Context: an optimization exercise on an open-source flow, tuned for small area, a short achievable clock period and few clock cycles. The choices shown serve that exercise and are no tape-out recipe. The RTL was checked by simulation tests, not by an equivalence proof against the original design. Power figures rest on the tool's default switching activity, not on a simulated workload.

$ cat flow/design.v
module ssc_compress #(
    parameter W = 16
) (
    input  wire         clk,
    input  wire         add,
    input  wire         clr,
    input  wire [511:0] mat_col,
    output wire [511:0] result
);
    localparam NC = 64 / W;
    reg [511:0]        acc;
    reg [8*NC-1:0]     cy;      
    integer i, k;
    reg [W:0] s;
    always @(posedge clk) begin
        for (i = 0; i < 8; i = i + 1) begin
            for (k = 0; k < NC; k = k + 1) begin
                s = (clr ? {(W+1){1'b0}} : {1'b0, acc[64*i + W*k +: W]})
                  + (add ? {1'b0, mat_col[64*i + W*k +: W]} : {(W+1){1'b0}})
                  + ((clr || k == 0) ? {(W+1){1'b0}} : {{W{1'b0}}, cy[NC*i + k]});
                acc[64*i + W*k +: W] <= s[W-1:0];
                if (k + 1 < NC)
                    cy[NC*i + k + 1] <= s[W];
            end
            cy[NC*i] <= 1'b0;
        end
    end
    assign result = acc;
endmodule
module sumhash512 (
    input  wire         clk,
    input  wire         rst,
    input  wire         cmd_valid,
    output wire         cmd_ready,
    input  wire [2:0]   cmd_op,
    input  wire         cmd_salted,
    input  wire [3:0]   cmd_cnt,
    input  wire [63:0]  cmd_data,
    output reg  [9:0]   mat_addr,
    input  wire [511:0] mat_col,
    output reg          dig_valid,
    output wire [511:0] dig
);
    localparam OP_SLOAD = 3'd0;
    localparam OP_INIT  = 3'd1;
    localparam OP_RESET = 3'd2;
    localparam OP_WRITE = 3'd3;
    localparam OP_FINAL = 3'd4;
    localparam W  = 8;              
    localparam F  = 64 / W - 1;     
    localparam TD = 3 + F;          
    localparam K_MSG  = 2'd0;       
    localparam K_FOLD = 2'd1;       
    localparam K_FIN1 = 2'd2;       
    localparam K_FIN2 = 2'd3;       
    localparam P_IDLE = 2'd0;
    localparam P_BD   = 2'd1;       
    localparam P_BL   = 2'd2;       
    localparam P_C    = 2'd3;       
    reg         ready_r;
    reg         hv;
    reg         hs, hw, hir, hini, hf;  
    reg         hsal;
    reg [3:0]   hcnt;
    reg [63:0]  hdat;
    reg [2:0]   rotc;               
    reg         wb;                 
    reg         qv;
    reg [2:0]   qop;
    reg         qsal;
    reg [3:0]   qcnt;
    reg [63:0]  qdat;
    reg [63:0]  wen;
    reg         wblk, wstg, saltld;
    reg [63:0]  wdat;
    reg [511:0] chain;
    reg         czero;              
    reg [511:0] blk;                
    reg [5:0]   clen;
    reg [51:0]  tblk;               
    reg         salted;
    reg [511:0] salt;
    reg [511:0] stage;
    reg [6:0]   scnt;
    reg         fin_busy;           
    reg         rq;
    reg [1:0]   rq_kind;
    reg [1:0]   jk;
    reg [6:0]   j_nb;
    reg         j_mk, j_len, j_two, j_skipc;
    reg [9:0]   j_bdend;
    reg [1:0]   ph;
    reg [9:0]   jn;
    reg [63:0]  joh;                
    reg         jfirst;
    reg [57:0]  tsh;                
    reg [511:0] tmp;                
    reg         tprev;              
    reg         j_cfirst;           
    reg         v1, f1;
    reg [7:0]   b8, s8, c8;
    reg [7:0]   goh1;               
    reg         tb1, fin2_1, isc1, dv1, mk1, lb1;
    reg         add_r, clr_r;
    reg [TD:1]  tk;
    reg [1:0]   tkind [1:TD];
    reg [TD:1]  ttwo;
    reg         chain_ld, tmp_ld;
    wire [511:0] accv;
    assign dig = accv;
    assign cmd_ready = ready_r;
    wire       h_sload  = hs;
    wire       h_write  = hw;
    wire [2:0] off      = h_sload ? scnt[2:0] : clen[2:0];
    wire       aligned  = wb || (hcnt == 4'd0) || (rotc == off);
    wire       busy     = rq || (ph != P_IDLE) || (|tk) || fin_busy;
    wire       lock     = rq || ((ph == P_BD) && (jk == K_MSG || jk == K_FIN1));
    wire       can_ex = (hs && aligned) || (hw && aligned && !lock && !fin_busy)
                       || ((hir || hf) && !busy) || !(hs || hw || hir || hf);
    wire ex = hv && can_ex;
    wire [6:0] nl    = {1'b0, clen} + {3'd0, hcnt};
    wire [6:0] sl    = scnt + {3'd0, hcnt};
    wire       wrap  = h_write && !wb && nl[6] && (nl != 7'd64);
    wire       h_done = ex && !wrap;
    wire       rotate = hv && !aligned && (h_sload || h_write);
    wire [6:0] lo = h_sload ? scnt : (wb ? 7'd0 : {1'b0, clen});
    wire [6:0] hi = h_sload ? sl   : (wb ? {1'b0, clen} : nl);
    reg  [63:0] ben;
    integer p;
    always @* for (p = 0; p < 64; p = p + 1) ben[p] = (p >= lo) && (p < hi);
    wire tail_ok = ~|tk[F:1];
    wire start   = rq && (ph == P_IDLE) && tail_ok && !saltld;
    wire [6:0] s_nb   = (rq_kind == K_MSG) ? 7'd64 : (rq_kind == K_FIN1) ? {1'b0, clen} : 7'd0;
    wire       s_mk   = (rq_kind == K_FIN1);
    wire       s_len  = (rq_kind == K_FIN2) || ((rq_kind == K_FIN1) && clen < 6'd48);
    wire       s_two  = (rq_kind == K_FIN1) && clen >= 6'd48;
    wire       s_skipc= (rq_kind != K_FIN2) && czero;
    wire [9:0] s_bdn  = {s_nb, 3'd0} + {9'd0, s_mk};      
    wire [9:0] s_bdend= salted ? 10'd1023 : 10'd511 + s_bdn;
    wire       s_hasbd= salted || (s_bdn != 10'd0);
    wire       s_hasbl= !salted && s_len && ((tblk != 52'd0) || (clen != 6'd0));
    wire       s_cfirst = (rq_kind == K_FIN2);
    wire [1:0] s_ph   = s_cfirst ? P_C : s_hasbd ? P_BD : s_hasbl ? P_BL : P_C;
    wire bl_more = |tsh[57:1];
    wire inlen   = (jn >= 10'd899) && (jn < 10'd957);
    wire ph_end  = (ph == P_BD) ? (jn == j_bdend)
                 : (ph == P_BL) ? !bl_more
                 : (ph == P_C)  ? (jn == 10'd511) : 1'b0;
    reg  [1:0] ph_nx_end;
    always @* begin
        if (ph == P_BD && !salted && j_len && (|tsh))
            ph_nx_end = P_BL;
        else if ((ph == P_BD || ph == P_BL) && !j_skipc && !j_cfirst)
            ph_nx_end = P_C;
        else if (ph == P_C && j_cfirst && salted)
            ph_nx_end = P_BD;
        else if (ph == P_C && j_cfirst && j_len && (|tsh))
            ph_nx_end = P_BL;
        else
            ph_nx_end = P_IDLE;
    end
    wire last_issue = (ph != P_IDLE) && ph_end && (ph_nx_end == P_IDLE);
    wire [1:0] ph_nx = start ? s_ph : (ph != P_IDLE && ph_end) ? ph_nx_end : ph;
    wire [8:0] jp = jn[8:0];
    reg  [7:0] b8_n, s8_n, c8_n;
    integer g;
    always @* begin
        for (g = 0; g < 8; g = g + 1) begin
            b8_n[g] = |(blk[64*g +: 64] & joh);
            s8_n[g] = |(salt[64*g +: 64] & joh);
            c8_n[g] = |(chain[64*g +: 64] & joh);
        end
    end
    wire isc0 = (ph == P_C);
    wire dv0  = ({1'b0, jp[8:3]} < j_nb);
    wire mk0  = j_mk && (jp == {clen, 3'd0});
    wire lb0  = j_len && inlen && tsh[0];
    wire xc = fin2_1 ? tb1 : |(c8 & goh1);
    wire xb = ((dv1 && |(b8 & goh1)) || mk1 || lb1) ^ (salted && |(s8 & goh1));
    wire x1 = isc1 ? xc : xb;
    ssc_compress #(.W(W)) u_comp (
        .clk     (clk),
        .add     (add_r),
        .clr     (clr_r),
        .mat_col (mat_col),
        .result  (accv)
    );
    wire        dn      = tk[TD];
    wire [1:0]  dn_kind = tkind[TD];
    wire        dn_two  = ttwo[TD];
    wire accept = cmd_valid && ready_r;
    wire hv_nx  = (hv && !h_done) || qv || accept;
    wire qv_nx  = hv_nx && ((hv && !h_done && (qv || accept)) || (qv && accept));
    integer q;
    always @(posedge clk) begin
        if (!hv || h_done) begin
            hs  <= ((qv ? qop : cmd_op) == OP_SLOAD);
            hw  <= ((qv ? qop : cmd_op) == OP_WRITE);
            hir <= ((qv ? qop : cmd_op) == OP_INIT) || ((qv ? qop : cmd_op) == OP_RESET);
            hini <= ((qv ? qop : cmd_op) == OP_INIT);
            hf  <= ((qv ? qop : cmd_op) == OP_FINAL);
            if (qv) begin
                hsal <= qsal; hcnt <= qcnt; hdat <= qdat;
            end else begin
                hsal <= cmd_salted; hcnt <= cmd_cnt; hdat <= cmd_data;
            end
            rotc <= 3'd0;
            wb   <= 1'b0;
        end else begin
            if (rotate) begin
                hdat <= {hdat[55:0], hdat[63:56]};
                rotc <= rotc + 3'd1;
            end
            if (ex && wrap)
                wb <= 1'b1;
        end
        if (ready_r) begin
            qop <= cmd_op; qsal <= cmd_salted; qcnt <= cmd_cnt; qdat <= cmd_data;
        end
        wen    <= ben;
        wdat   <= hdat;
        wblk   <= ex && h_write;
        wstg   <= ex && h_sload;
        saltld <= ex && hini && hsal;
        for (q = 0; q < 64; q = q + 1) begin
            if (wblk && wen[q]) blk[8*q +: 8]   <= wdat[8*(q%8) +: 8];
            if (wstg && wen[q]) stage[8*q +: 8] <= wdat[8*(q%8) +: 8];
        end
        if (saltld)
            salt <= stage;
        if (start) begin
            jk      <= rq_kind;
            j_nb    <= s_nb;
            j_mk    <= s_mk;
            j_len   <= s_len;
            j_two   <= s_two;
            j_skipc <= s_skipc;
            j_bdend <= s_bdend;
            j_cfirst<= s_cfirst;
            tsh     <= {tblk, clen};
            jn      <= s_cfirst ? 10'd0 : s_hasbd ? 10'd512 : s_hasbl ? 10'd899 : 10'd0;
            joh     <= (!s_cfirst && !s_hasbd && s_hasbl) ? 64'd8 : 64'd1;
            jfirst  <= 1'b1;
        end else if (ph != P_IDLE) begin
            jfirst <= 1'b0;
            if (inlen) tsh <= {1'b0, tsh[57:1]};
            if (ph_end) begin
                jn  <= (ph_nx_end == P_BL) ? 10'd899 : (ph_nx_end == P_BD) ? 10'd512 : 10'd0;
                joh <= (ph_nx_end == P_BL) ? 64'd8 : 64'd1;
            end else begin
                jn  <= jn + 10'd1;
                joh <= {joh[62:0], joh[63]};
            end
        end
        chain_ld <= tk[TD-1] && (tkind[TD-1] == K_MSG || tkind[TD-1] == K_FOLD);
        tmp_ld   <= tk[TD-1] && (tkind[TD-1] == K_FIN1);
        if (chain_ld)
            chain <= accv;
        if (tmp_ld)
            tmp <= accv;
        else
            tmp <= {1'b0, tmp[511:1]};
        tprev <= tmp[0];
        mat_addr <= jn;
        b8 <= b8_n; s8 <= s8_n; c8 <= c8_n;
        goh1 <= 8'd1 << jn[8:6];
        tb1    <= tprev;
        fin2_1 <= (jk == K_FIN2);
        isc1   <= isc0;
        dv1    <= dv0;
        mk1    <= mk0;
        lb1    <= lb0;
        f1     <= jfirst;
        add_r  <= v1 && x1;
        clr_r  <= v1 && f1;
        for (q = 2; q <= TD; q = q + 1) begin
            tkind[q] <= tkind[q-1];
            ttwo[q]  <= ttwo[q-1];
        end
        tkind[1] <= jk;
        ttwo[1]  <= j_two;
        if (rst) begin
            ready_r   <= 1'b1;
            hv        <= 1'b0;
            qv        <= 1'b0;
            wblk      <= 1'b0;
            wstg      <= 1'b0;
            saltld    <= 1'b0;
            clen      <= 6'd0;
            scnt      <= 7'd0;
            tblk      <= 52'd0;
            salted    <= 1'b0;
            czero     <= 1'b1;
            fin_busy  <= 1'b0;
            rq        <= 1'b0;
            rq_kind   <= K_MSG;
            ph        <= P_IDLE;
            v1        <= 1'b0;
            add_r     <= 1'b0;
            clr_r     <= 1'b0;
            tk        <= {TD{1'b0}};
            chain_ld  <= 1'b0;
            tmp_ld    <= 1'b0;
            dig_valid <= 1'b0;
        end else begin
            ready_r   <= !qv_nx;
            hv        <= hv_nx;
            qv        <= qv_nx;
            ph        <= ph_nx;
            v1        <= (ph != P_IDLE);
            tk        <= {tk[TD-1:1], last_issue};
            dig_valid <= dn && (dn_kind == K_FIN2 || (dn_kind == K_FIN1 && !dn_two));
            if (start) begin
                rq <= 1'b0;
                if (rq_kind == K_MSG || rq_kind == K_FOLD)
                    czero <= 1'b0;
            end
            if (dn && dn_kind == K_FIN2)
                fin_busy <= 1'b0;
            if (dn && dn_kind == K_FIN1) begin
                if (dn_two) begin
                    rq      <= 1'b1;
                    rq_kind <= K_FIN2;
                end else
                    fin_busy <= 1'b0;
            end
            if (ex && hs)
                scnt <= sl;
            if (ex && hir) begin
                clen  <= 6'd0;
                czero <= 1'b1;
                if (hini) begin
                    salted <= hsal;
                    scnt   <= 7'd0;
                end
                if (hini ? hsal : salted) begin
                    tblk    <= 52'd1;
                    rq      <= 1'b1;
                    rq_kind <= K_FOLD;
                end else
                    tblk <= 52'd0;
            end
            if (ex && hw && !wb) begin
                clen <= nl[5:0];
                if (nl[6]) begin
                    tblk    <= tblk + 52'd1;
                    rq      <= 1'b1;
                    rq_kind <= K_MSG;
                end
            end
            if (ex && hf) begin
                rq       <= 1'b1;
                rq_kind  <= K_FIN1;
                fin_busy <= 1'b1;
            end
        end
    end
endmodule
$ cat flow/constraint.sdc
create_clock -name core_clock -period 7.0 [get_ports {clk}]
set_input_delay 1.4000 -clock core_clock [delete_from_list [all_inputs] [get_ports {clk}]]
set_output_delay 1.4000 -clock core_clock [all_outputs]
set_load 0.01 [all_outputs]
$ cat flow/run.sh
#!/bin/bash
# synth_recipe.tcl (not shown) runs the flow's synth.tcl, then flattens the netlist and writes it again
# the make line also repeats each setting of config.mk as NAME=value (left out here)
make -C /OpenROAD-flow-scripts/flow DESIGN_CONFIG=/design/flow/config.mk WORK_HOME=/design/flow/orfs CLKGATE_MAP_FILE= SYNTH_SCRIPT=/design/flow/synth_recipe.tcl finish
$ cat flow/config.mk
export PLATFORM = sky130hd
export DESIGN_NAME = sumhash512
export DESIGN_NICKNAME = sumhash512
export VERILOG_FILES = /design/flow/design.v
export SDC_FILE = /design/flow/constraint.sdc
export NUM_CORES = 4
export LEC_CHECK = 0
export CAP_MARGIN = 20
export CELL_PAD_IN_SITES_DETAIL_PLACEMENT = 1
export CELL_PAD_IN_SITES_GLOBAL_PLACEMENT = 2
export CORE_MARGIN = 2
export CORE_UTILIZATION = 40
export CTS_CLUSTER_DIAMETER = 60
export CTS_CLUSTER_SIZE = 30
export PLACE_DENSITY = 0.55
export SETUP_SLACK_MARGIN = 4.1
export SLEW_MARGIN = 20
==> impl_metrics.toml, run 1 <==
[yosys]
netlist-cell-type-count = 77
synthMuxAreaShare_pct = 4.50
yosys_warnings = 3
synth_compound_area_share_pct = 8.63
yosys.area.top_type = "edfxtp_1"
seq_area_frac_synth_pct = 66.9
yosys.area_share.xor_xnor_pct = 2.66
yosysTopAreaCellShare_pct = 48.0
synth_seq_cells = 3736
netlist_instances = 10500
syn_area_um2 = 147000
synthSimpleGateAreaFrac_pct = 9.52
avgSynthCellArea_um2 = 14.0
synth_fa_ha_area_share_pct = 5.71
synthFlopType = "edfxtp_1"
synthTopCellsByArea = "edfxtp_1 (48%), dfxtp_1 (19%), ha_1 (4.0%)"
syn_nets = 11600
async_reset_ff_share_pct = 0
synth-edff-count = 2348
synth_top_family_by_area = "simple AND/OR/NAND/NOR gates"

[power_and_ir_drop]
p_leak_nw = 71.6
power_density_nw_per_um2 = 317
peakVddDrop_mv = 0.205
p_total_mw = 58.4

[finish]
drive_gt1_share_pct = 25.9
stdcell_count = 17400
areaGrowthSynthToFinish_pct = 25.6
final_cell_mix = "edfxtp_1 (2,348), dfxtp_1 (801), buf_4 (765)"
multi_input_area_um2 = 46700
fin_util_pct = 50.5
nets = 13400
regArea_um2 = 100000
final_common_cell = "edfxtp_1"
fill_cells = 35800
design_area_um2 = 184000

[setup_path]
cp_max_fo = 22
crit_required_ps = 7790
cp.arrival_ps = 3810
critPathLaunchType = "flip-flop"
critPathMaxStageDelay_ps = 770
path_class = "reg2reg"
critPathCaptureType = "flip-flop"
critPathTopFamily = "simple AND/OR/NAND/NOR gates"
cp_slowest_cell = "edfxtp_1"
crit_chain = "buf_6, a22o_1, a221oi_1, nand4_1, or4_1"
cp_num_buf_inv = 1

[global_route]
grt_use_met2_pct = 55.3
grt_use_total_pct = 34.8
grt_pass1_wl_um = 886000
grt_pass1_vias = 101000
antenna_found_initial = 193
grt_max_degree = 187
met3_usage_pct = 7.37
grt-ovfl-total = 0
busiest_layer = "met2"
grtUsageMet1_pct = 46.0

[run_status]
outcome = "no timing/DRC/antenna violations"

[timing]
min_period_over_period_pct = 43.2
timing.fmax_mhz = 330
hold_violations = 0
setup-violations-final = 0
finalCriticalPeriod_ps = 3030
finClkSkew_ps = 88.1
worst_pin_slew_ps = 1310
slew_viol_final = 0
timing.setup.tns_ps = 0
worst_slack_ps = 3970
rsz0062_at_grt = "true"
whs_ps = 311
slew_headroom_pct = 12.7

[clocking]
root_buffer = "clkbuf_16"
clock_latency_ps = 990
cts_hold_buf = 0
cts_buffers = 326
cts_sinks = 3736
clkTransAtPathRegs_ps = 90
cts_tree = "built"
clk_path_buf_depth = 4
htreeDepth = 5

[die]
start_util_pct = 40.2
die_w_um = 610
num_rows = 222
die_h_um = 610
coreArea_um2 = 366000
io_pins = 1111
die-area_um2 = 372000

[placed_design]
place_area_um2 = 164000
portBuffers = 1110
dp_hpwl_um = 430000
placed_cells = 16100
gp_congestion = 0.893
dp_slack_ps = 2600

[detailed_routing]
wl_um = 671000
vias = 103000
wl_per_cell_um = 38.5
drc = 0
ant_nets = 0
vias_per_cell = 5.92
first_pass_iters = 6
drt_iter0_drc = 15100

[worst_hold_path]
hold_path_class = "reg2reg"

[run]
cap_viol_max_count = 0
## worst reg2reg max path, cell delays in order (launching register included)
cell and delay [ps]:
edfxtp_1 770, buf_6 420, a22o_1 470, a221oi_1 250, nand4_1 230, or4_1 710
## logic make-up (layout without fill, tap and decap cells)
| family | Yosys count | in the layout |
|---|---|---|
| flip-flops | 3736 | 3736 |
| AND/OR/NAND/NOR | 2522 | 2523 |
| AO/OA/AOI/OAI | 1769 | 1770 |
| buffers and inverters | 793 | 2840 |
| adder cells (fa/ha/maj) | 597 | 597 |
| multiplexers | 596 | 596 |
| XOR/XNOR | 446 | 446 |
| other | 0 | 97 |
## what timing repair did
action,4_1_cts,5_1_grt
cloned,15,18
buffers inserted,566,45
endpoints found under the setup margin,1478,532
pin swaps,23,43
gates resized for setup,4021,167
## cell usage after synthesis (all sizes together), types with 58 or more instances
master,count
nor3,104
mux2i,77
inv,306
a21oi,434
ha,474
nand2b,155
edfxtp,2348
o21ai,216
dfxtp,1388
nor2b,530
a22o,389
a21o,151
clkbuf,466
nand2,504
xor2,200
fa,122
or3,74
a221oi,401
xnor2,246
mux2,519
nor2,192
o21bai,58
and2,646
nand4,134
## power by group
| part | internal, mW | switching, mW |
|---|---|---|
| clock | 10.0 | 9.98 |
| combinational | 4.08 | 6.20 |
| sequential | 25.7 | 2.45 |
| total | 39.8 | 18.6 |
## path summary, 6_finish.rpt
path | start | to | slack (ps) | depth (start not counted)
setup / recovery | joh[63] | s8[3] | 3970 | 5
hold / removal | tkind[2][1] | tkind[3][1] | 310 | 0
setup reg to reg | joh[63] | s8[3] | 3970 | 5
hold reg to reg | tkind[2][1] | tkind[3][1] | 310 | 0
## area by class of cell
class	instances	area share [%]
multi-input combinational	5932	25.3
clock inverter	250	1.73
sequential	3736	54.4
inverter	309	0.638
timing repair buffer	1923	9.86
antenna	97	0.132
tap	4816	3.27
clock buffer	358	4.63
## layer usage
metal / up-vias / part of all wire [%]
met5: - / 0.043
met1: 53200 / 38
met4: 40 / 5.3
met2: 6325 / 46
li1: 42200 / -
met3: 1326 / 11
## state kept, by name, indices dropped and copies added (netlist names), 20 cells and up
| register | count |
|---|---|
| blk | 512 |
| chain | 512 |
| salt | 512 |
| stage | 512 |
| tmp | 512 |
| u_comp.acc | 512 |
| hdat | 64 |
| joh | 64 |
| qdat | 64 |
| wdat | 64 |
| wen | 64 |
| tsh | 58 |
| u_comp.cy | 56 |
| tblk | 52 |
| tkind | 20 |
Testbench counts, summed over its fixed seeds: cycles 790,340.
==> run 2, diff against run 1 <==
==> flow/flow/run.sh (new file) <==
#!/bin/bash
# The standard layout (standard.sh: unchanged synthesis and steps) with two
# differences:
#  * buffer_ports inserts sky130_fd_sc_hd__buf_1 cells on the ports instead of
#    its default choice, a delay buffer (clkdlybuf4s50_1). Every input and
#    output port still gets its own buffer; timing repair resizes them.
#  * clock tree synthesis runs without dummy loads (TritonCTS's default adds
#    them to balance the tree), with the same sink clustering as config.mk.
# The flow's full output goes to standard_flow.log in the folder this runs in;
# ORFS keeps each step's own log under orfs/logs/.
set -uo pipefail
export BUFFER_PORTS_ARGS="-buffer_cell sky130_fd_sc_hd__buf_1"
export CTS_ARGS="-sink_clustering_enable -repair_clock_nets -sink_clustering_size 30 -sink_clustering_max_diameter 60 -dont_use_dummy_load"
bash standard.sh > standard_flow.log 2>&1
status=$?
tail -n 40 standard_flow.log
exit $status
==> flow/standard.sh (new file) <==
#!/bin/bash
# synth_recipe.tcl (not shown) runs the flow's synth.tcl, then flattens the netlist and writes it again
# the make line also repeats each setting of config.mk as NAME=value (left out here)
make -C /OpenROAD-flow-scripts/flow DESIGN_CONFIG=/design/flow/config.mk WORK_HOME=/design/flow/orfs CLKGATE_MAP_FILE= SYNTH_SCRIPT=/design/flow/synth_recipe.tcl "${@:-finish}"
removed: flow/run.sh
==> run 2 against run 1 <==
Register-to-register slack gained 40 ps; cell count shrank 1.7%; worst hold slack lost 14 ps; wire length shrank 1.2%; global-route usage shrank 0.27 points; highest routed layer unchanged; worst setup slack gained 37 ps; non-clock buffer count shrank 51; core utilization shrank 2.2 points; combinational power shrank 9%; clock power shrank 19%; cell area shrank 4.4%; still clean.
==> impl_metrics.toml, run 2 <==
[run_status]
outcome = "no timing/DRC/antenna violations"

[finish]
drive_gt1_share_pct = 23.9
final_cell_mix = "edfxtp_1 (2,348), dfxtp_1 (798), buf_4 (703)"
design_area_um2 = 176000
final_common_cell = "edfxtp_1"
nets = 13400
stdcell_count = 17100
areaGrowthSynthToFinish_pct = 20.0

[detailed_routing]
wl_um = 663000
wl_per_cell_um = 38.7
vias = 102000
first_pass_iters = 6
drc = 0
vias_per_cell = 5.95
drt_iter0_drc = 15500
ant_nets = 0

[setup_path]
crit_required_ps = 7850
r2r_end = "wen[44]"
critPathCaptureType = "flip-flop"
critPathLaunchType = "flip-flop"
worstRegToRegCells = 13
r2r-start = "hcnt[0]"
critPathLaunch = "hcnt[0]"
path_class = "reg2reg"
cp_max_fo = 3
endpoint = "wen[44]"
cp.arrival_ps = 3840
rrSetupSlack_ps = 4010

[die]
coreArea_um2 = 366000
die-area_um2 = 372000
io_pins = 1111
die_h_um = 610
num_rows = 222
start_util_pct = 40.2
die_w_um = 610

[worst_hold_path]
hold_path_class = "reg2reg"
whs_path_depth = 0

[placed_design]
gp_congestion = 0.912
place_area_um2 = 157000
placed_cells = 16100
portBuffers = 1110
dp_hpwl_um = 433000

[global_route]
grt_pass1_wl_um = 878000
grt-ovfl-total = 0
grt_pass1_vias = 100000
grt_use_total_pct = 34.5
antenna_found_initial = 207
grt_max_degree = 156

[power_and_ir_drop]
peakVddDrop_mv = 0.218
p_clk_share_pct = 30.1
p_total_mw = 54.0
p_int_mw = 37.6
p_leak_nw = 68.0
switching_power_mw = 16.4
p_comb_share_pct = 17.4
sw_frac_of_total_pct = 30.4
power_density_nw_per_um2 = 306
seq_power_share_pct = 52.4

[clocking]
clk_path_buf_depth = 4
root_buffer = "clkbuf_16"
cts_buffers = 332
clkTransAtPathRegs_ps = 90
cts_sinks = 3736
cts_tree = "built"
htreeDepth = 5
clock_latency_ps = 970

[yosys]
avgSynthCellArea_um2 = 14.0
synthTopCellsByArea = "edfxtp_1 (48%), dfxtp_1 (19%), ha_1 (4.0%)"
synthFlopType = "edfxtp_1"
seq_area_frac_synth_pct = 66.9
yosys_warnings = 3
netlist_instances = 10500
netlist_top_cells_count = "edfxtp_1 (2,348), dfxtp_1 (1,388), and2_1 (645), nor2b_1 (530), mux2_2 (519)"
syn_nets = 11600
yosysTopAreaCellShare_pct = 48.0
async_reset_ff_share_pct = 0
yosys.area.top_type = "edfxtp_1"
netlist-cell-type-count = 77
synth_seq_cells = 3736
synth-edff-count = 2348
syn_area_um2 = 147000
yosysMostFrequentCell = "edfxtp_1"

[timing]
slew_viol_final = 0
rsz0062_at_grt = "true"
hold_violations = 0
min_period_over_period_pct = 42.7
finalCriticalPeriod_ps = 2990
timing.fmax_mhz = 334
timing.setup.tns_ps = 0
slew_headroom_pct = 12.6
setup-violations-final = 0
finClkSkew_ps = 86.5
worst_pin_slew_ps = 1310

[run]
cap_viol_max_count = 0
[run 2: cell families (layout without fill, tap and decap cells)]
group	Yosys count	after routing	share of synthesized area, %
flops	3736	3736	66.9
simple gates	2522	2523	9.52
compound gates	1769	1771	8.63
buf+inv	793	2513	2.04
fa+ha+maj	597	597	5.71
mux	596	596	4.50
xor+xnor	446	446	2.66
other cells	0	134	0
[run 2: power by group through the flow]
| stage | clock network, mW | registers, mW | logic (mW) |
|---|---|---|---|
| after floorplan | 0 | 27.0 | 2.75 |
| after global placement | 0 | 29.3 | 6.05 |
| after detailed placement | 0 | 29.2 | 6.23 |
| after CTS | 16.5 | 28.2 | 9.13 |
| after global routing | 17.2 | 28.2 | 9.79 |
| final | 16.3 | 28.3 | 9.42 |
[run 2: repair_timing]
item,4_1_cts,5_1_grt
cloned,17,9
hold buffers,0,0
setup endpoints to repair,1311,471
setup buffers,490,53
gates resized for setup,2133,154
pin swaps,29,52
[run 2: cell type report]
| cell class | count | area (um^2) |
|---|---|---|
| Antenna cell | 134 | 335 |
| Clock buffer | 332 | 8310 |
| Multi-Input combinational cell | 5933 | 46800 |
| Tap cell | 4816 | 6030 |
| Inverter | 309 | 1190 |
| Sequential cell | 3736 | 100000 |
| Fill cell | 36300 | 189000 |
| Timing Repair Buffer | 1872 | 13300 |
[run 2: worst min-delay path by stage]
stage,from,endpoint,slack (ps)
floorplan,tprev,tb1,310
global placement,ttwo[9],ttwo[10],310
detailed placement,tkind[4][0],tkind[5][0],310
CTS,ttwo[3],ttwo[4],310
global route,ttwo[3],ttwo[4],310
finish,ttwo[3],ttwo[4],300
[run 2: metrics by stage]
step | setup slack (ps) | hold slack (ps) | util, %
floorplan | 1870 | 310 | -
global placement | 2800 | 310 | 43.0
detailed placement | 2680 | 313 | 43.0
CTS | 3990 | 308 | 47.8
global route | 3930 | 309 | 48.2
finish | 4010 | 297 | 48.2
[run 2: worst max-delay path: stages (launching register included)]
cell,delay (ps)
edfxtp_1,420
buf_6,150
ha_4,150
fa_2,370
buf_6,140
a211oi_4,240
nor3_4,80
buf_4,150
o2111ai_1,90
o31ai_1,150
a21o_2,270
a32o_1,280
nor4_2,270
buf_4,180
[run 2: layer usage]
metal	track usage (%)	up-vias	wire, um
li1	-	41800	-
met1	45.6	53000	258000
met2	54.8	5913	304000
met3	7.52	1212	67400
met4	14.8	40	32700
met5	0	-	258
==> run 3, diff against run 2 <==
--- a/flow/design.v
+++ b/flow/design.v
@@ -80,2 +80,3 @@
     reg [51:0]  tblk;               
+    reg         tinc;               
     reg         salted;
@@ -96,2 +97,3 @@
     reg [57:0]  tsh;                
+    reg         tnz, tmore;         
     reg [511:0] tmp;                
@@ -109,3 +111,3 @@
     wire [511:0] accv;
-    assign dig = accv;
+    assign dig = tmp;
     assign cmd_ready = ready_r;
@@ -143,3 +145,3 @@
     wire [1:0] s_ph   = s_cfirst ? P_C : s_hasbd ? P_BD : s_hasbl ? P_BL : P_C;
-    wire bl_more = |tsh[57:1];
+    wire bl_more = tmore;
     wire inlen   = (jn >= 10'd899) && (jn < 10'd957);
@@ -150,3 +152,3 @@
     always @* begin
-        if (ph == P_BD && !salted && j_len && (|tsh))
+        if (ph == P_BD && !salted && j_len && tnz)
             ph_nx_end = P_BL;
@@ -156,3 +158,3 @@
             ph_nx_end = P_BD;
-        else if (ph == P_C && j_cfirst && j_len && (|tsh))
+        else if (ph == P_C && j_cfirst && j_len && tnz)
             ph_nx_end = P_BL;
@@ -240,2 +242,4 @@
             tsh     <= {tblk, clen};
+            tnz     <= |{tblk, clen};
+            tmore   <= |{tblk, clen[5:1]};
             jn      <= s_cfirst ? 10'd0 : s_hasbd ? 10'd512 : s_hasbl ? 10'd899 : 10'd0;
@@ -245,3 +249,7 @@
             jfirst <= 1'b0;
-            if (inlen) tsh <= {1'b0, tsh[57:1]};
+            if (inlen) begin
+                tsh   <= {1'b0, tsh[57:1]};
+                tnz   <= |tsh[57:1];
+                tmore <= |tsh[57:2];
+            end
             if (ph_end) begin
@@ -255,3 +263,3 @@
         chain_ld <= tk[TD-1] && (tkind[TD-1] == K_MSG || tkind[TD-1] == K_FOLD);
-        tmp_ld   <= tk[TD-1] && (tkind[TD-1] == K_FIN1);
+        tmp_ld   <= tk[TD-1] && (tkind[TD-1] == K_FIN1 || tkind[TD-1] == K_FIN2);
         if (chain_ld)
@@ -291,2 +299,3 @@
             tblk      <= 52'd0;
+            tinc      <= 1'b0;
             salted    <= 1'b0;
@@ -326,2 +335,5 @@
             end
+            tinc <= ex && hw && !wb && nl[6];
+            if (tinc)
+                tblk <= tblk + 52'd1;
             if (ex && hs)
@@ -345,3 +357,2 @@
                 if (nl[6]) begin
-                    tblk    <= tblk + 52'd1;
                     rq      <= 1'b1;
--- a/flow/config.mk
+++ b/flow/config.mk
@@ -15,3 +15,3 @@
 export PLACE_DENSITY = 0.55
-export SETUP_SLACK_MARGIN = 4.1
+export SETUP_SLACK_MARGIN = 4.15
 export SLEW_MARGIN = 20
==> run 3 against run 2 <==
Synthesized cell count up 0.34%; die area increased by 0.31%; worst hold slack got worse by 5.8 ps; clock skew is 33 ps higher; cell count shrank 1.9%; fmax decreased by 3.9%; register-to-register slack worse by 120 ps; largest power group unchanged; non-clock buffer count fell by 369; critical path type unchanged.
==> impl_metrics.toml, run 3 <==
[yosys]
synth-edff-count = 2350
netlist_instances = 10500
yosysMostFrequentCell = "edfxtp_1"
synth_seq_cells = 3739
seq_area_frac_synth_pct = 66.8
syn_area_um2 = 147000
avgSynthCellArea_um2 = 14.0
yosysTopAreaCellShare_pct = 47.9
yosys.area.top_type = "edfxtp_1"
yosys_warnings = 3
synthFlopType = "edfxtp_1"
synthTopCellsByArea = "edfxtp_1 (48%), dfxtp_1 (19%), mux2_2 (5.0%)"
netlist-cell-type-count = 85
async_reset_ff_share_pct = 0
syn_nets = 11700
netlist_top_cells_count = "edfxtp_1 (2,350), dfxtp_1 (1,389), mux2_2 (650), and2_1 (644), nor2b_1 (585)"

[timing]
worst_pin_slew_ps = 1340
finClkSkew_ps = 120
setup-violations-final = 0
hold_violations = 0
timing.setup.tns_ps = 0
finalCriticalPeriod_ps = 3110
rsz0062_at_grt = "true"
min_period_over_period_pct = 44.5
slew_headroom_pct = 11.0
timing.fmax_mhz = 321
slew_viol_final = 0

[setup_path]
rrSetupSlack_ps = 3890
r2r-start = "hcnt[0]"
critPathLaunchType = "flip-flop"
critPathMostFrequentCell = "buf_6"
cp_num_cells = 10
endpoint = "wen[42]"
path_class = "reg2reg"
worstRegToRegCells = 10
crit_required_ps = 7750
critPathLaunch = "hcnt[0]"
cp_max_fo = 7
cp.arrival_ps = 3860
crit_chain = "ha_2, fa_2, a211oi_4, buf_6, buf_6, o311a_4, a2111o_2, or4_4, nor2b_4, a211oi_2"
critPathCaptureType = "flip-flop"
cp_slowest_cell = "a2111o_2"
cp_num_buf_inv = 2
r2r_end = "wen[42]"
critPathTopFamily = "compound AO/OA/AOI/OAI gates"
critPathMaxStageDelay_ps = 490

[power_and_ir_drop]
switching_power_mw = 13.4
p_comb_share_pct = 10.3
p_int_mw = 34.9
peakVddDrop_mv = 0.194
seq_power_share_pct = 55.8
sw_frac_of_total_pct = 27.7
p_total_mw = 48.2
p_clk_share_pct = 33.9
p_leak_nw = 65.9
power_density_nw_per_um2 = 277

[global_route]
grt_pass1_vias = 99000
grt_max_degree = 164
antenna_found_initial = 183
grt-ovfl-total = 0
grt_pass1_wl_um = 870000
grt_use_total_pct = 34.3

[die]
io_pins = 1111
coreArea_um2 = 366000
die_h_um = 611
die-area_um2 = 373000
num_rows = 222
die_w_um = 611
start_util_pct = 40.2

[detailed_routing]
drc = 0
vias_per_cell = 5.97
first_pass_iters = 6
wl_um = 661000
drt_iter0_drc = 14700
vias = 100000
wl_per_cell_um = 39.4
ant_nets = 0

[placed_design]
dp_hpwl_um = 429000
portBuffers = 1110
placed_cells = 16100
gp_congestion = 0.880

[finish]
fill_cells = 36300
regArea_um2 = 99400
final_cell_mix = "edfxtp_1 (2,350), dfxtp_1 (866), and2_1 (640)"
multi_input_area_um2 = 47100
nets = 13000
drive_gt1_share_pct = 22.4
final_common_cell = "edfxtp_1"
stdcell_count = 16800
areaGrowthSynthToFinish_pct = 18.2

[clocking]
clk_path_buf_depth = 4
cts_buffers = 333
clkTransAtPathRegs_ps = 80
cts_tree = "built"
clock_latency_ps = 990
htreeDepth = 5
root_buffer = "clkbuf_16"
cts_sinks = 3739

[run_status]
outcome = "no timing/DRC/antenna violations"

[run]
cap_viol_max_count = 0

[worst_hold_path]
hold_path_class = "reg2reg"
whs_path_depth = 0
-- run 3: power by group through the flow --
| stage | Combinational, mW | Sequential (mW) | Clock, mW |
|---|---|---|---|
| CTS | 4.62 | 26.8 | 16.5 |
| detailed placement | 4.42 | 27.4 | 0 |
| global route | 5.15 | 26.9 | 17.3 |
| floorplan | 2.27 | 26.0 | 0 |
| finish | 4.96 | 26.9 | 16.3 |
| global placement | 4.26 | 27.4 | 0 |
-- run 3: how the worst min path moves through the flow --
| stage | end | startpoint |
|---|---|---|
| floorplan | tb1 | tprev |
| global placement | tkind[6][1] | tkind[5][1] |
| detailed placement | tkind[5][1] | tkind[4][1] |
| CTS | tkind[9][1] | tkind[8][1] |
| global route | tkind[9][1] | tkind[8][1] |
| finish | tkind[9][1] | tkind[8][1] |
-- run 3: area by class of cell --
cell class	instances	share of cell area, %
flip-flops and latches	3739	57.1
multi-input cells	5974	27.1
repair buffers	1503	6.72
clock buffers	333	4.79
well taps	4816	3.46
inverters	300	0.650
diodes	137	0.197
-- run 3: stage by stage --
step | hold WS [ps] | area, um^2 | utilization [%] | setup slack [ps]
finish | 291 | 174000 | 47.6 | 3890
global route | 310 | 174000 | 47.5 | 3820
CTS | 296 | 172000 | 47.0 | 3950
detailed placement | 313 | 158000 | 43.0 | 2840
global placement | 311 | 157000 | 43.0 | 2990
floorplan | 310 | 148000 | - | 1620
-- run 3: what timing repair did --
item                                    in CTS  in global routing
pin swaps                                   18                 25
resized for setup                         1758                289
buffers inserted                           110                 46
endpoints found under the setup margin    1585                844
cloned                                      21                 17
hold endpoints to repair                     0                  0
hold buffers                                 0                  0
-- run 3: cell families (layout without fill, tap and decap cells) --
family	after synthesis	in the layout	synth area share [%]
flip-flops	3739	3739	66.8
AND/OR/NAND/NOR	2655	2655	9.89
AO/OA/AOI/OAI	1643	1643	8.08
buffers and inverters	782	2136	2.02
multiplexers	662	662	5.05
adder cells (fa/ha/maj)	596	596	5.68
XOR/XNOR	418	418	2.49
other	0	137	0
-- run 3: per-layer routing --
| metal | vias to the layer above | share of wire (%) | global-route usage (%) |
|---|---|---|---|
| met4 | 38 | 5.5 | 16.4 |
| met1 | 51900 | 39 | 45.6 |
| met3 | 1294 | 9.9 | 6.63 |
| met5 | - | 0.035 | 0 |
| li1 | 41100 | - | - |
| met2 | 5922 | 46 | 53.8 |
-- run 3: worst register-to-register path: stages, from the launching register on --
cell	delay, ps
edfxtp_1	410
ha_2	220
fa_2	240
a211oi_4	70
buf_6	140
buf_6	110
o311a_4	360
a2111o_2	490
or4_4	490
nor2b_4	290
a211oi_2	130
Testbench counts of run 3, summed over its fixed seeds: cycles 790,340.
==> run 4, diff against run 3 <==
--- a/flow/design.v
+++ b/flow/design.v
@@ -72,3 +72,3 @@
     reg [63:0]  qdat;
-    reg [63:0]  wen;
+    reg [6:0]   wlo, whi;           
     reg         wblk, wstg, saltld;
@@ -131,3 +131,3 @@
     integer p;
-    always @* for (p = 0; p < 64; p = p + 1) ben[p] = (p >= lo) && (p < hi);
+    always @* for (p = 0; p < 64; p = p + 1) ben[p] = (p >= wlo) && (p < whi);
     wire tail_ok = ~|tk[F:1];
@@ -221,3 +221,4 @@
         end
-        wen    <= ben;
+        wlo    <= lo;
+        whi    <= hi;
         wdat   <= hdat;
@@ -227,4 +228,4 @@
         for (q = 0; q < 64; q = q + 1) begin
-            if (wblk && wen[q]) blk[8*q +: 8]   <= wdat[8*(q%8) +: 8];
-            if (wstg && wen[q]) stage[8*q +: 8] <= wdat[8*(q%8) +: 8];
+            if (wblk && ben[q]) blk[8*q +: 8]   <= wdat[8*(q%8) +: 8];
+            if (wstg && ben[q]) stage[8*q +: 8] <= wdat[8*(q%8) +: 8];
         end
@@ -244,4 +245,2 @@
             tmore   <= |{tblk, clen[5:1]};
-            jn      <= s_cfirst ? 10'd0 : s_hasbd ? 10'd512 : s_hasbl ? 10'd899 : 10'd0;
-            joh     <= (!s_cfirst && !s_hasbd && s_hasbl) ? 64'd8 : 64'd1;
             jfirst  <= 1'b1;
@@ -254,9 +253,12 @@
             end
-            if (ph_end) begin
-                jn  <= (ph_nx_end == P_BL) ? 10'd899 : (ph_nx_end == P_BD) ? 10'd512 : 10'd0;
-                joh <= (ph_nx_end == P_BL) ? 64'd8 : 64'd1;
-            end else begin
-                jn  <= jn + 10'd1;
-                joh <= {joh[62:0], joh[63]};
-            end
+        end
+        if (start) begin
+            jn  <= s_cfirst ? 10'd0 : s_hasbd ? 10'd512 : s_hasbl ? 10'd899 : 10'd0;
+            joh <= (!s_cfirst && !s_hasbd && s_hasbl) ? 64'd8 : 64'd1;
+        end else if (ph != P_IDLE && ph_end) begin
+            jn  <= (ph_nx_end == P_BL) ? 10'd899 : (ph_nx_end == P_BD) ? 10'd512 : 10'd0;
+            joh <= (ph_nx_end == P_BL) ? 64'd8 : 64'd1;
+        end else begin
+            jn  <= jn + 10'd1;
+            joh <= {joh[62:0], joh[63]};
         end
==> run 4 against run 3 <==
Die area decreased by 1.5%; critical path depth decreased by 9; cell area decreased by 1.4%; synthesized area decreased by 1.5%.
==> impl_metrics.toml, run 4 <==
[yosys]
netlist-cell-type-count = 77
netlist_instances = 10400
yosysTopAreaCellShare_pct = 47.1
yosys.area.top_type = "edfxtp_1"
syn_nets = 11600
syn_area_um2 = 145000
yosysMostFrequentCell = "edfxtp_1"
yosys_warnings = 3
synth_seq_cells = 3689
avgSynthCellArea_um2 = 13.9
synthFlopType = "edfxtp_1"
netlist_top_cells_count = "edfxtp_1 (2,276), dfxtp_1 (1,413), mux2_2 (645), nor2b_1 (587), and2_1 (559)"
seq_area_frac_synth_pct = 66.6
synthTopCellsByArea = "edfxtp_1 (47%), dfxtp_1 (19%), mux2_2 (5.0%)"
async_reset_ff_share_pct = 0
synth-edff-count = 2276

[detailed_routing]
first_pass_iters = 5
vias_per_cell = 6.01
drt_iter0_drc = 15800
wl_per_cell_um = 39.7
drc = 0
vias = 99900
wl_um = 661000
ant_nets = 0

[setup_path]
r2r-start = "wstg"
crit_chain = "buf_6"
critPathCaptureType = "output port"
rrSetupSlack_ps = 4070
worstRegToRegCells = 3
cp_slowest_cell = "dfxtp_4"
cp_num_cells = 1
critPathTopFamily = "flip-flops"
critPathLaunchType = "flip-flop"
cp_num_buf_inv = 1
path_class = "reg2out"
critPathLaunch = "tmp[5]"
r2r_end = "stage[408]"
cp.arrival_ps = 1550
critPathMaxStageDelay_ps = 480
crit_required_ps = 5600
cp_max_fo = 2
endpoint = "dig[5]"

[clocking]
clock_latency_ps = 1000
cts_sinks = 3689
root_buffer = "clkbuf_16"
cts_hold_buf = 0
clkTransAtPathRegs_ps = 90
cts_buffers = 339
cts_tree = "built"
htreeDepth = 5
clk_path_buf_depth = 4

[timing]
hold_violations = 0
setup-violations-final = 0
timing.fmax_mhz = 338
finClkSkew_ps = 90.8
rsz0062_at_grt = "true"
slew_viol_final = 0
timing.setup.tns_ps = 0
finalCriticalPeriod_ps = 2950
whs_ps = 312
slew_headroom_pct = 12.4
worst_pin_slew_ps = 1310
min_period_over_period_pct = 42.2

[power_and_ir_drop]
p_total_mw = 54.6
p_leak_nw = 64.7
power_density_nw_per_um2 = 318
peakVddDrop_mv = 0.191

[die]
io_pins = 1111
num_rows = 221
start_util_pct = 40.1
coreArea_um2 = 362000
die_w_um = 606
die-area_um2 = 368000
die_h_um = 606

[placed_design]
gp_congestion = 0.931
portBuffers = 1110
place_area_um2 = 155000
dp_hpwl_um = 434000

[global_route]
grt_pass1_vias = 98300
grt_max_degree = 154
grt_pass1_wl_um = 864000
antenna_found_initial = 189
grt-ovfl-total = 0
grt_use_total_pct = 34.7

[run]
cap_viol_max_count = 0

[worst_hold_path]
hold_path_class = "reg2reg"

[finish]
nets = 12900
final_cell_mix = "edfxtp_1 (2,276), dfxtp_1 (774), mux2_2 (645)"
design_area_um2 = 172000
multi_input_area_um2 = 46400
fill_cells = 35900
final_common_cell = "edfxtp_1"
fin_util_pct = 47.4
areaGrowthSynthToFinish_pct = 18.2
regArea_um2 = 98000
drive_gt1_share_pct = 23.3

[run_status]
outcome = "no timing/DRC/antenna violations"
run 4: cell types whose count changed after synthesis, moves of 15 or more:
cell      change
and2_1       -85
edfxtp_1     -74
nor2_1       +58
a21oi_1      -35
a211oi_1     -24
dfxtp_1      +24
o21ai_0      +22
nand2_1      +17
nor4_1       +15
run 4: worst min-delay path by stage:
stage                       start       to  slack (ps)  cells after the start
after floorplan             tprev      tb1         310                      0
after global placement    ttwo[5]  ttwo[6]         310                      0
after detailed placement    tprev      tb1         310                      0
after CTS                  jfirst       f1         320                      0
after global routing       jfirst       f1         320                      0
final                      jfirst       f1         310                      0
run 4: kinds of logic after synthesis:
| family | share of synthesized area [%] |
|---|---|
| buf+inv | 2.05 |
| fa+ha+maj | 5.77 |
| simple gates | 9.91 |
| compound gates | 8.08 |
| mux | 5.08 |
| flops | 66.6 |
| xor+xnor | 2.53 |
run 4: final cells by class:
class	count	share of cell area [%]
Multi-Input combinational cell	5948	27.0
Inverter	302	0.664
Sequential cell	3689	57.1
Clock buffer	339	4.94
Timing Repair Buffer	1450	6.60
Antenna cell	104	0.152
Tap cell	4794	3.50
run 4: timing repair:
action	in CTS	in global routing
pin swaps	5	9
gates resized for setup	1881	221
setup endpoints to repair	1702	1254
gates cloned	14	14
setup buffers	81	34
run 4: per-stage QoR:
step           worst slack, ps  instances
6_report                  4050      16600
5_1_grt                   4020      16600
4_1_cts                   3990      16500
3_5_place_dp              3110      16000
3_3_place_gp              3120      16000
2_1_floorplan             1970      10400
run 4: per-layer routing:
layer	vias to the layer above	share of wire [%]	global-route usage, %
met5	-	0.051	0
met4	52	5.9	17.2
met3	1402	11	7.22
met2	6145	45	54.1
met1	51600	39	46.0
li1	40700	-	-
run 4: power breakdown:
part / internal [mW] / switching, mW
Clock: 8.49 / 7.95
Combinational: 3.27 / 5.44
Sequential: 25.8 / 3.70
Total: 37.5 / 17.1
Testbench counts of run 4, summed over its fixed seeds: cycles 790,340.
==> run 5, diff against run 4 <==
--- a/flow/design.v
+++ b/flow/design.v
@@ -67,10 +67,4 @@
     reg         wb;                 
-    reg         qv;
-    reg [2:0]   qop;
-    reg         qsal;
-    reg [3:0]   qcnt;
-    reg [63:0]  qdat;
     reg [6:0]   wlo, whi;           
     reg         wblk, wstg, saltld;
-    reg [63:0]  wdat;
     reg [511:0] chain;
@@ -193,17 +187,14 @@
     wire accept = cmd_valid && ready_r;
-    wire hv_nx  = (hv && !h_done) || qv || accept;
-    wire qv_nx  = hv_nx && ((hv && !h_done && (qv || accept)) || (qv && accept));
+    wire hv_nx  = (hv && !h_done) || accept;
     integer q;
     always @(posedge clk) begin
-        if (!hv || h_done) begin
-            hs  <= ((qv ? qop : cmd_op) == OP_SLOAD);
-            hw  <= ((qv ? qop : cmd_op) == OP_WRITE);
-            hir <= ((qv ? qop : cmd_op) == OP_INIT) || ((qv ? qop : cmd_op) == OP_RESET);
-            hini <= ((qv ? qop : cmd_op) == OP_INIT);
-            hf  <= ((qv ? qop : cmd_op) == OP_FINAL);
-            if (qv) begin
-                hsal <= qsal; hcnt <= qcnt; hdat <= qdat;
-            end else begin
-                hsal <= cmd_salted; hcnt <= cmd_cnt; hdat <= cmd_data;
-            end
+        if (ready_r) begin
+            hs   <= (cmd_op == OP_SLOAD);
+            hw   <= (cmd_op == OP_WRITE);
+            hir  <= (cmd_op == OP_INIT) || (cmd_op == OP_RESET);
+            hini <= (cmd_op == OP_INIT);
+            hf   <= (cmd_op == OP_FINAL);
+            hsal <= cmd_salted;
+            hcnt <= cmd_cnt;
+            hdat <= cmd_data;
             rotc <= 3'd0;
@@ -218,8 +209,4 @@
         end
-        if (ready_r) begin
-            qop <= cmd_op; qsal <= cmd_salted; qcnt <= cmd_cnt; qdat <= cmd_data;
-        end
         wlo    <= lo;
         whi    <= hi;
-        wdat   <= hdat;
         wblk   <= ex && h_write;
@@ -228,4 +215,4 @@
         for (q = 0; q < 64; q = q + 1) begin
-            if (wblk && ben[q]) blk[8*q +: 8]   <= wdat[8*(q%8) +: 8];
-            if (wstg && ben[q]) stage[8*q +: 8] <= wdat[8*(q%8) +: 8];
+            if (wblk && ben[q]) blk[8*q +: 8]   <= hdat[8*(q%8) +: 8];
+            if (wstg && ben[q]) stage[8*q +: 8] <= hdat[8*(q%8) +: 8];
         end
@@ -294,3 +281,2 @@
             hv        <= 1'b0;
-            qv        <= 1'b0;
             wblk      <= 1'b0;
@@ -316,5 +302,4 @@
         end else begin
-            ready_r   <= !qv_nx;
+            ready_r   <= !hv_nx;
             hv        <= hv_nx;
-            qv        <= qv_nx;
             ph        <= ph_nx;
==> run 5 against run 4 <==
Still clean; clock power shrank 3%; synthesized cell count shrank 2.2%; cell area shrank 3.3%; global-route usage grew 1.4 points; sequential power shrank 8.5%; register-to-register slack gained 20 ps; worst setup slack lost 21 ps; core utilization is essentially flat; non-clock buffer count shrank 20; clock skew grew 9.3 ps; sequential cell count shrank 137; cell count shrank 2.4%; critical endpoint is now dig[102]; largest cell class unchanged; largest power group unchanged.
==> impl_metrics.toml, run 5 <==
[run_status]
outcome = "no timing/DRC/antenna violations"

[detailed_routing]
wl_per_cell_um = 40.8
drt_iter0_drc = 14800
wl_um = 662000
vias = 98000
first_pass_iters = 6
ant_nets = 0
drc = 0
vias_per_cell = 6.04

[setup_path]
cp_max_fo = 3
cp_slowest_cell = "dfxtp_4"
crit_required_ps = 5600
cp_num_buf_inv = 1
critPathTopFamily = "flip-flops"
critPathLaunchType = "flip-flop"
crit_chain = "buf_6"
critPathMaxStageDelay_ps = 480
cp.arrival_ps = 1580
path_class = "reg2out"
critPathCaptureType = "output port"

[placed_design]
gp_congestion = 0.923
placed_cells = 15600
dp_slack_ps = 3160
dp_hpwl_um = 437000
portBuffers = 1110

[yosys]
synth_seq_cells = 3552
yosys.area.top_type = "edfxtp_1"
syn_nets = 11400
seq_area_frac_synth_pct = 66.1
netlist_top_cells_count = "edfxtp_1 (2,204), dfxtp_1 (1,348), nor2b_1 (588), mux2_2 (586), nand2_1 (521)"
avgSynthCellArea_um2 = 13.8
syn_area_um2 = 141000
synthFlopType = "edfxtp_1"
netlist_instances = 10200
async_reset_ff_share_pct = 0
synthTopCellsByArea = "edfxtp_1 (47%), dfxtp_1 (19%), mux2_2 (4.7%)"
synth-edff-count = 2204
yosysTopAreaCellShare_pct = 47.0
yosysMostFrequentCell = "edfxtp_1"
netlist-cell-type-count = 83
yosys_warnings = 3

[run]
cap_viol_max_count = 0

[power_and_ir_drop]
p_total_mw = 50.1
p_leak_nw = 63.1
peakVddDrop_mv = 0.203
power_density_nw_per_um2 = 302

[timing]
timing.setup.tns_ps = 0
finalCriticalPeriod_ps = 2980
worst_pin_slew_ps = 1260
setup-violations-final = 0
worst_slack_ps = 4020
slew_viol_final = 0
finClkSkew_ps = 100
timing.fmax_mhz = 336
hold_violations = 0
min_period_over_period_pct = 42.5
slew_headroom_pct = 15.3
rsz0062_at_grt = "true"

[global_route]
grt_pass1_wl_um = 869000
grt_max_degree = 168
grt_pass1_vias = 97200
grt_use_total_pct = 36.1
grt-ovfl-total = 0
antenna_found_initial = 215

[clocking]
root_buffer = "clkbuf_16"
cts_hold_buf = 0
cts_sinks = 3552
clock_latency_ps = 970
clkTransAtPathRegs_ps = 90
clk_path_buf_depth = 4
cts_tree = "built"
htreeDepth = 5
cts_buffers = 327

[finish]
fill_cells = 34900
areaGrowthSynthToFinish_pct = 17.8
final_cell_mix = "edfxtp_1 (2,204), dfxtp_1 (829), buf_1 (591)"
final_common_cell = "edfxtp_1"
regArea_um2 = 94200
nets = 12700
stdcell_count = 16200
drive_gt1_share_pct = 21.6
multi_input_area_um2 = 45500

[die]
die_w_um = 597
io_pins = 1111
die-area_um2 = 357000
die_h_um = 597
start_util_pct = 40.3
coreArea_um2 = 350000
num_rows = 217

[worst_hold_path]
hold_path_class = "reg2reg"
==> run 5: changes by cell type in the layout (fill, tap and decap cells not counted), moves of 19 or more <==
cell and delta:
a21oi_2 -24, mux2_2 -59, and3_1 +62, buf_2 +27
diode_2 +60, a21oi_1 +23, and2_1 -58, dfxtp_1 +55
dfxtp_2 -58, nand2_1 -34, buf_6 -64, edfxtp_1 -72
dfxtp_4 -62, clkbuf_16 -19
==> run 5: final cells by class <==
type / instances / area share (%)
flip-flops and latches: 3552 / 56.8
clock buffers: 327 / 4.93
diodes: 164 / 0.247
multi-input cells: 5859 / 27.4
well taps: 4599 / 3.47
inverters: 301 / 0.681
repair buffers: 1430 / 6.47
==> run 5: routing by layer <==
metal	wire length, um	up-vias	GRT usage [%]
met1	251000	50600	45.9
li1	-	39900	-
met3	64700	1461	7.30
met2	306000	6007	57.8
met5	225	-	0
met4	40600	36	19.6
==> run 5: worst paths after layout <==
kind,end,from,slack [ps],depth (start not counted)
worst max-delay path,dig[102],tmp[102],4020,1
worst min-delay path,tkind[2][1],tkind[1][1],280,0
worst max register to register,b8[0],joh[19],4090,5
worst min register to register,tkind[2][1],tkind[1][1],280,0
==> run 5: stage by stage <==
step,utilization (%),hold WS (ps),instance area [um^2]
final,47.4,282,166000
after global routing,47.4,295,166000
after CTS,47.1,293,165000
after detailed placement,43.1,313,151000
after global placement,43.1,310,151000
after floorplan,-,310,141000
==> run 5: where the power goes <==
part / leakage, nW / internal [mW] / total, mW / switching, mW
registers: 31.3 / 24.4 / 27.0 / 2.60
clock network: 4.03 / 8.20 / 15.9 / 7.68
logic: 27.7 / 2.85 / 7.27 / 4.42
total: 63.1 / 35.4 / 50.1 / 14.7
==> run 5: worst reg2reg max path: cells and delay by family (launching register included) <==
| family | cells | cell delay [ps] |
|---|---|---|
| compound gates | 2 | 810 |
| buf+inv | 1 | 500 |
| flops | 1 | 600 |
| simple gates | 2 | 830 |
==> run 5: cells by family after synthesis <==
| logic type | Yosys count | share of synthesized area, % |
|---|---|---|
| and+or+nand+nor | 2640 | 10.2 |
| buffers and inverters | 781 | 2.11 |
| muxes | 595 | 4.75 |
| AOI/OAI and AO/OA | 1611 | 8.28 |
| DFF | 3552 | 66.1 |
| adders and majority gates | 596 | 5.94 |
| xor gates and xnor gates | 416 | 2.59 |
==> run 5: what timing repair did <==
item,in CTS,in global routing
cloned,14,7
endpoints found under the setup margin,1778,723
setup buffers,78,17
endpoints found under the hold margin,0,0
pin swaps,6,9
resized for setup,1818,149
Testbench counts of run 5, summed over its fixed seeds: cycles 791,731.
==> run 6, diff against run 5 <==
--- a/flow/config.mk
+++ b/flow/config.mk
@@ -11,6 +11,6 @@
 export CORE_MARGIN = 2
-export CORE_UTILIZATION = 40
+export CORE_UTILIZATION = 45
 export CTS_CLUSTER_DIAMETER = 60
 export CTS_CLUSTER_SIZE = 30
-export PLACE_DENSITY = 0.55
+export PLACE_DENSITY = 0.6
 export SETUP_SLACK_MARGIN = 4.15
==> run 6 against run 5 <==
The layout now fails its checks (antenna rules); highest routed layer unchanged; largest power group unchanged; global-route usage grew 3.0 points; combinational power about the same; synthesized area did not move.
==> impl_metrics.toml, run 6 <==
[power_and_ir_drop]
p_leak_nw = 62.2
power_density_nw_per_um2 = 301
peakVddDrop_mv = 0.219

[timing]
setup-violations-final = 0
whs_ps = 315
worst_slack_ps = 3980
timing.fmax_mhz = 332
slew_viol_final = 0
finClkSkew_ps = 95.6
finalCriticalPeriod_ps = 3020
rsz0062_at_grt = "true"
min_period_over_period_pct = 43.1
slew_headroom_pct = 11.5
worst_pin_slew_ps = 1330
timing.setup.tns_ps = 0
hold_violations = 0

[global_route]
grt_pass1_vias = 97800
grt_use_total_pct = 39.1
grt_pass1_wl_um = 842000
grt-ovfl-total = 0
grt_max_degree = 163
antenna_found_initial = 203

[die]
coreArea_um2 = 312000
start_util_pct = 45.2
io_pins = 1111
die_h_um = 564
num_rows = 205
die_w_um = 564
die-area_um2 = 318000

[detailed_routing]
wl_per_cell_um = 40.7
vias = 99700
ant_nets = 3
drc = 0
vias_per_cell = 6.33
first_pass_iters = 6
drt_iter0_drc = 16700
wl_um = 641000

[finish]
drive_gt1_share_pct = 19.8
design_area_um2 = 163000
nets = 12600
final_cell_mix = "edfxtp_1 (2,204), dfxtp_1 (953), buf_1 (640)"
fin_util_pct = 52.3
final_common_cell = "edfxtp_1"
areaGrowthSynthToFinish_pct = 15.8

[worst_hold_path]
hold_path_class = "reg2reg"
worstHoldStart = "ttwo[4]"

[clocking]
htreeDepth = 5
cts_tree = "built"
clk_path_buf_depth = 4
cts_sinks = 3552
cts_hold_buf = 0
clkTransAtPathRegs_ps = 90
clock_latency_ps = 950
cts_buffers = 290
root_buffer = "clkbuf_16"

[setup_path]
crit_required_ps = 7570
r2r-start = "wlo[6]"
critPathLaunchType = "flip-flop"
critPathCaptureType = "flip-flop"
critPathLaunch = "wlo[6]"
path_class = "reg2reg"
cp_max_fo = 25
cp.arrival_ps = 3580

[placed_design]
portBuffers = 1110
dp_hpwl_um = 424000
gp_congestion = 0.927
dp_slack_ps = 3110
place_area_um2 = 150000

[yosys]
syn_nets = 11400
async_reset_ff_share_pct = 0
yosys_warnings = 3
netlist-cell-type-count = 83
yosysMostFrequentCell = "edfxtp_1"
synth-edff-count = 2204
netlist_instances = 10200
synthTopCellsByArea = "edfxtp_1 (47%), dfxtp_1 (19%), mux2_2 (4.7%)"
yosysTopAreaCellShare_pct = 47.0
synthFlopType = "edfxtp_1"
syn_area_um2 = 141000
avgSynthCellArea_um2 = 13.8
netlist_top_cells_count = "edfxtp_1 (2,204), dfxtp_1 (1,348), nor2b_1 (588), mux2_2 (586), nand2_1 (521)"
seq_area_frac_synth_pct = 66.1
yosys.area.top_type = "edfxtp_1"
synth_seq_cells = 3552

[run_status]
outcome = "finished with violations"
so_faults = "antenna rules"

[run]
cap_viol_max_count = 0
run 6: cell counts after synthesis:
Identical to the previous run, type by type.
run 6: cell families after synthesis:
| group | share of synthesized area, % |
|---|---|
| compound gates | 8.28 |
| xor+xnor | 2.59 |
| fa+ha+maj | 5.94 |
| buf+inv | 2.11 |
| flops | 66.1 |
| mux | 4.75 |
| simple gates | 10.2 |
run 6: path summary, 6_finish.rpt:
kind                            endpoint  slack [ps]  cells past startpoint
worst max register to register   blk[62]        3980                      5
worst max-delay path             blk[62]        3980                      5
worst min register to register   ttwo[5]         310                      0
worst min-delay path             ttwo[5]         310                      0
run 6: final cells by class:
| cell class | count | area, um^2 |
|---|---|---|
| Fill cell | 30800 | 149000 |
| Sequential cell | 3552 | 94000 |
| Multi-Input combinational cell | 5861 | 45500 |
| Timing Repair Buffer | 1425 | 9540 |
| Clock buffer | 290 | 7260 |
| Tap cell | 4140 | 5180 |
| Inverter | 301 | 1130 |
| Antenna cell | 183 | 458 |
run 6: routing by layer:
| layer | GRT usage (%) | vias up | share of wire, % |
|---|---|---|---|
| li1 | - | 39900 | - |
| met1 | 49.1 | 51000 | 37 |
| met2 | 62.4 | 7019 | 46 |
| met3 | 8.86 | 1831 | 11 |
| met4 | 22.5 | 30 | 6.5 |
| met5 | 0 | - | 0.040 |
run 6: per-stage QoR:
step | total power, mW | std cells
3_3_place_gp | 34.2 | 15200
4_1_cts | 48.8 | 15500
3_5_place_dp | 34.4 | 15200
6_report | 49.1 | 15800
5_1_grt | 50.4 | 15600
2_1_floorplan | 30.0 | 10200
run 6: critical path: stages, from the launching register on:
cell and delay (ps):
dfxtp_1 340, buf_4 260, or2_2 480, nor3_1 580, nand2_1 300, nor2_1 710
run 6: timing repair:
item,CTS,global route
cloned,9,10
resized for setup,1398,171
endpoints found under the setup margin,1604,763
pin swaps,9,9
buffers inserted,72,20
run 6: power breakdown:
| part | total, mW | switching (mW) | internal [mW] |
|---|---|---|---|
| logic | 7.28 | 4.45 | 2.83 |
| registers | 27.1 | 2.73 | 24.4 |
| clock network | 14.7 | 7.37 | 7.31 |
| total | 49.1 | 14.6 | 34.5 |

re-timing with driven ports:
Ports are ideal in the flow. The routed layouts listed here were re-timed in OpenROAD.
Step 1 sets driving cells, clkbuf_16 on the clock port and buf_2 on the other inputs (assumed; they add their load-dependent delay and slew).
Step 2 moves the port delays by t, midway between the first and last clock arrival at a register: inputs arrive t later, outputs are due t later. That takes back most of the time a late clock gives input paths.
Three values: ideal ports, drivers, drivers and shift; two values: the first two.
| run | t (ns) | slack for setup (ns) | pins driven straight from the clock port |
|---|---|---|---|
| run 1 | 1.077 | 3.973 / 3.855 / 3.161 | 1 |
| run 2 | 1.050 | 4.010 / 3.979 / 3.303 | 1 |
| run 3 | 1.054 | 3.887 / 3.887 / 3.315 | 1 |
| run 4 | 1.067 | 4.045 / 3.924 / 3.390 | 1 |
| run 5 | 1.060 | 4.024 / 3.898 / 3.249 | 1 |
| run 6 | 1.028 | 3.985 / 3.885 / 3.419 | 1 |
The setup slack of run 1, which loses most, moves by -0.118 ns with the drivers and by -0.812 ns with both steps.
